Source: an optimization exercise on an open RTL-to-GDS flow (aim: small area, a short achievable clock period and few clock cycles). Production flows keep margins and buffers that such runs may drop.
Function was checked by simulation only, so behaviour that the tests miss may differ from the original.

## run 1
// hsv2rgb_stream
module hsv2rgb_stream (
    input  wire        clk,
    input  wire        rst,         
    input  wire        in_valid,
    output wire        in_ready,
    input  wire [23:0] in_hsv,      
    output reg         out_valid,
    input  wire        out_ready,
    output wire [31:0] out_rgba     
);
For scale: roughly 1500 cells after synthesis, about 120 flip-flops, about 62 I/O pins.
==> flow/config.mk <==
export PLATFORM = sky130hd
export DESIGN_NAME = hsv2rgb_stream
export DESIGN_NICKNAME = hsv2rgb_stream
export VERILOG_FILES = /design/flow/design.v
export SDC_FILE = /design/flow/constraint.sdc
export NUM_CORES = 4
export LEC_CHECK = 0
export CAP_MARGIN = 5
export CORE_MARGIN = 2
export CORE_UTILIZATION = 65
export CTS_BUF_LIST = sky130_fd_sc_hd__clkbuf_4 sky130_fd_sc_hd__clkbuf_8
export PLACE_DENSITY = 0.75
export SLEW_MARGIN = 5
export SYNTH_HIERARCHICAL = 1
export TNS_END_PERCENT = 0
==> flow/constraint.sdc <==
create_clock -name core_clock -period 17.0 [get_ports {clk}]
set_input_delay 3.4000 -clock core_clock [delete_from_list [all_inputs] [get_ports {clk}]]
set_output_delay 3.4000 -clock core_clock [all_outputs]
set_load 0.01 [all_outputs]
standard.sh (not shown) runs the stock make flow with config.mk's settings and CLKGATE_MAP_FILE= SYNTH_SCRIPT=/design/flow/synth_recipe.tcl, a recipe that flattens the netlist after the stock synthesis.
==> flow/flow/run.sh <==
#!/bin/bash
# The standard layout, with: port buffers made of buf_2 cells; clock tree from
# clkbuf_4/clkbuf_8 with larger sink clusters and no dummy loads; repair_timing
# aiming for 12.0 ns of setup slack (at the design's clock period and constraints).
set -euo pipefail
bash standard.sh \
  "BUFFER_PORTS_ARGS=-buffer_cell sky130_fd_sc_hd__buf_2" \
  "CTS_ARGS=-sink_clustering_enable -repair_clock_nets -buf_list {sky130_fd_sc_hd__clkbuf_4 sky130_fd_sc_hd__clkbuf_8} -sink_clustering_size 30 -sink_clustering_max_diameter 80 -dont_use_dummy_load" \
  SETUP_SLACK_MARGIN=12.0 finish > standard_flow.log 2>&1
Testbench counts of run 1, summed over its fixed seeds: cycles 32,024.
Edits applied to the flow inputs when going from run 1 to run 2:
==> flow/flow/run.sh <==
#!/bin/bash
# The standard layout, with: port buffers made of buf_2 cells; clock tree from
# clkbuf_4/clkbuf_8 with larger sink clusters and no dummy loads; repair_timing
# aiming for 12.15 ns of setup slack (at the design's clock period and constraints).
set -euo pipefail
bash standard.sh \
  "BUFFER_PORTS_ARGS=-buffer_cell sky130_fd_sc_hd__buf_2" \
  "CTS_ARGS=-sink_clustering_enable -repair_clock_nets -buf_list {sky130_fd_sc_hd__clkbuf_4 sky130_fd_sc_hd__clkbuf_8} -sink_clustering_size 30 -sink_clustering_max_diameter 80 -dont_use_dummy_load" \
  SETUP_SLACK_MARGIN=12.15 finish > standard_flow.log 2>&1
[summary]
- Comparing number of gates given a new drive strength after cts for run 1 and run 2, the bigger number came from run 2.
- Compared with run 1, in run 2 final instance area went up about 0.7%, upper clock frequency limit picked up an extra about 0.36%, non-filler instance count after layout +about 0.5%, routed wirelength normalized by instance count climbed 1.5%, setup slack rose 0.018 ns.
- Summary of run 2 over run 1: average via count per standard cell went up.
- Lower fraction of area in multi-input gates was reported by run 2, not run 1.

* * *

Setup of build 79:
Another version of the RTL of hsv2rgb_stream (not shown whole).
Size in the first run: about 1700 cells after synthesis, roughly 120 flip-flops, ~62 I/O pins.
Settings: LEC_CHECK=0, CAP_MARGIN=5, CORE_MARGIN=2, CORE_UTILIZATION=65, CTS_BUF_LIST=sky130_fd_sc_hd__clkbuf_4 sky130_fd_sc_hd__clkbuf_8, PLACE_DENSITY=0.75, SLEW_MARGIN=5; clock period 17.0 ns.
==> flow/flow/run.sh <==
#!/bin/bash
# The standard layout, with the port buffers made of buf_2 cells and repair_timing
# aiming for 11.5 ns of setup slack (at the design's clock period and constraints).
set -euo pipefail
bash standard.sh "BUFFER_PORTS_ARGS=-buffer_cell sky130_fd_sc_hd__buf_2" SETUP_SLACK_MARGIN=11.5 finish > standard_flow.log 2>&1
Build 79: PASS, flow complete, no timing, DRC or antenna violations
Testbench counts of build 79, summed over its fixed seeds: cycles 32,024.
## Diff of input files: build 46 against build 79
Settings: CTS_BUF_LIST removed (was sky130_fd_sc_hd__clkbuf_4 sky130_fd_sc_hd__clkbuf_8); CORE_UTILIZATION changed from 65 to 40; PLACE_DENSITY removed (was 0.75); CAP_MARGIN changed from 5 to 20; SLEW_MARGIN changed from 5 to 20.
==> flow/flow/run.sh <==
#!/bin/bash
# The standard layout, with repair_timing aiming for 12 ns of setup slack
# (at the design's clock period and constraints) instead of 0.
set -euo pipefail
bash standard.sh SETUP_SLACK_MARGIN=12 finish > standard_flow.log 2>&1
## What came out
- The count of clock-buffer cells in the layout in build 46 was higher than what build 79 gave.
- Compared with build 79, in build 46 fraction of met2 tracks used by global routing decreased 17 points; non-clock buffer total of the final layout increased 150%.
- Relative to build 79, multi-input logic portion of the cell area decreased by 5.4 points in build 46.
> inputs changed (build 46 -> build 9)
==> flow/run.sh (new file) <==
#!/bin/bash
# synth_recipe.tcl (not shown) runs the flow's synth.tcl, then flattens the netlist and writes it again
# the make line also repeats each setting of config.mk as NAME=value (left out here)
make -C /OpenROAD-flow-scripts/flow DESIGN_CONFIG=/design/flow/config.mk WORK_HOME=/design/flow/orfs CLKGATE_MAP_FILE= SYNTH_SCRIPT=/design/flow/synth_recipe.tcl finish
removed: flow/flow/run.sh
removed: flow/standard.sh
## What came out
- Result for build 46 and build 9: all clean
- A timing endpoint of the critical path of g1_q[6] is what build 46 shows, while b0_q[2] belongs to build 9.
- On routed wire length: between build 46 and build 9, it ends up lower for build 9.
- Higher depth of the worst register-to-register path goes to build 46 over build 9.
- Per the comparison of build 9 with build 46, length of routed met3 wiring went down 1100 um, critical path depth went down 6, sequential share of cell area went up 2.2 points, average wire per cell in the routed design went down 5.7%, required time of the critical path went down 0.02 ns.
- Per the comparison of build 9 with build 46, clock latency on the worst-skew pair stayed essentially flat.

-- afterwards: timing with drivers on the ports --
The flow's constraints put no driver on any port. The routed layouts listed below were extracted and timed again, unchanged, in two steps.
Step 1: set_driving_cell puts a clkbuf_16 on clk and a buf_2 on each other input, an assumption about the parent block.
Step 2 also shifts input and output timing later by t, the mid clock arrival at the registers, as if the neighbouring blocks saw the same clock.
a / b / c = ideal / step 1 / step 2; a / b = the first two.
| run | t, ns | setup slack, ns | worst setup path after step 2 | worst data-port slew with drivers (ns) |
|---|---|---|---|---|
| run 1 | 0.480 | 11.966 / 11.954 / 11.475 | input to register | 0.05 |
| run 2 | 0.479 | 11.984 / 11.963 / 11.485 | input to register | 0.06 |
| build 79 | 0.508 | 11.618 / 11.642 / 11.135 | input to register | 0.03 |
| build 46 | 0.490 | 11.969 / 11.969 / 11.506 | input to register | 0.06 |
| build 9 | 0.476 | 10.861 / 10.884 / 10.408 | input to register | 0.05 |
After both steps setup and hold are still met in every run listed. The setup slack of run 2, which loses most, moves by -0.021 ns with the drivers and by -0.499 ns with both steps.
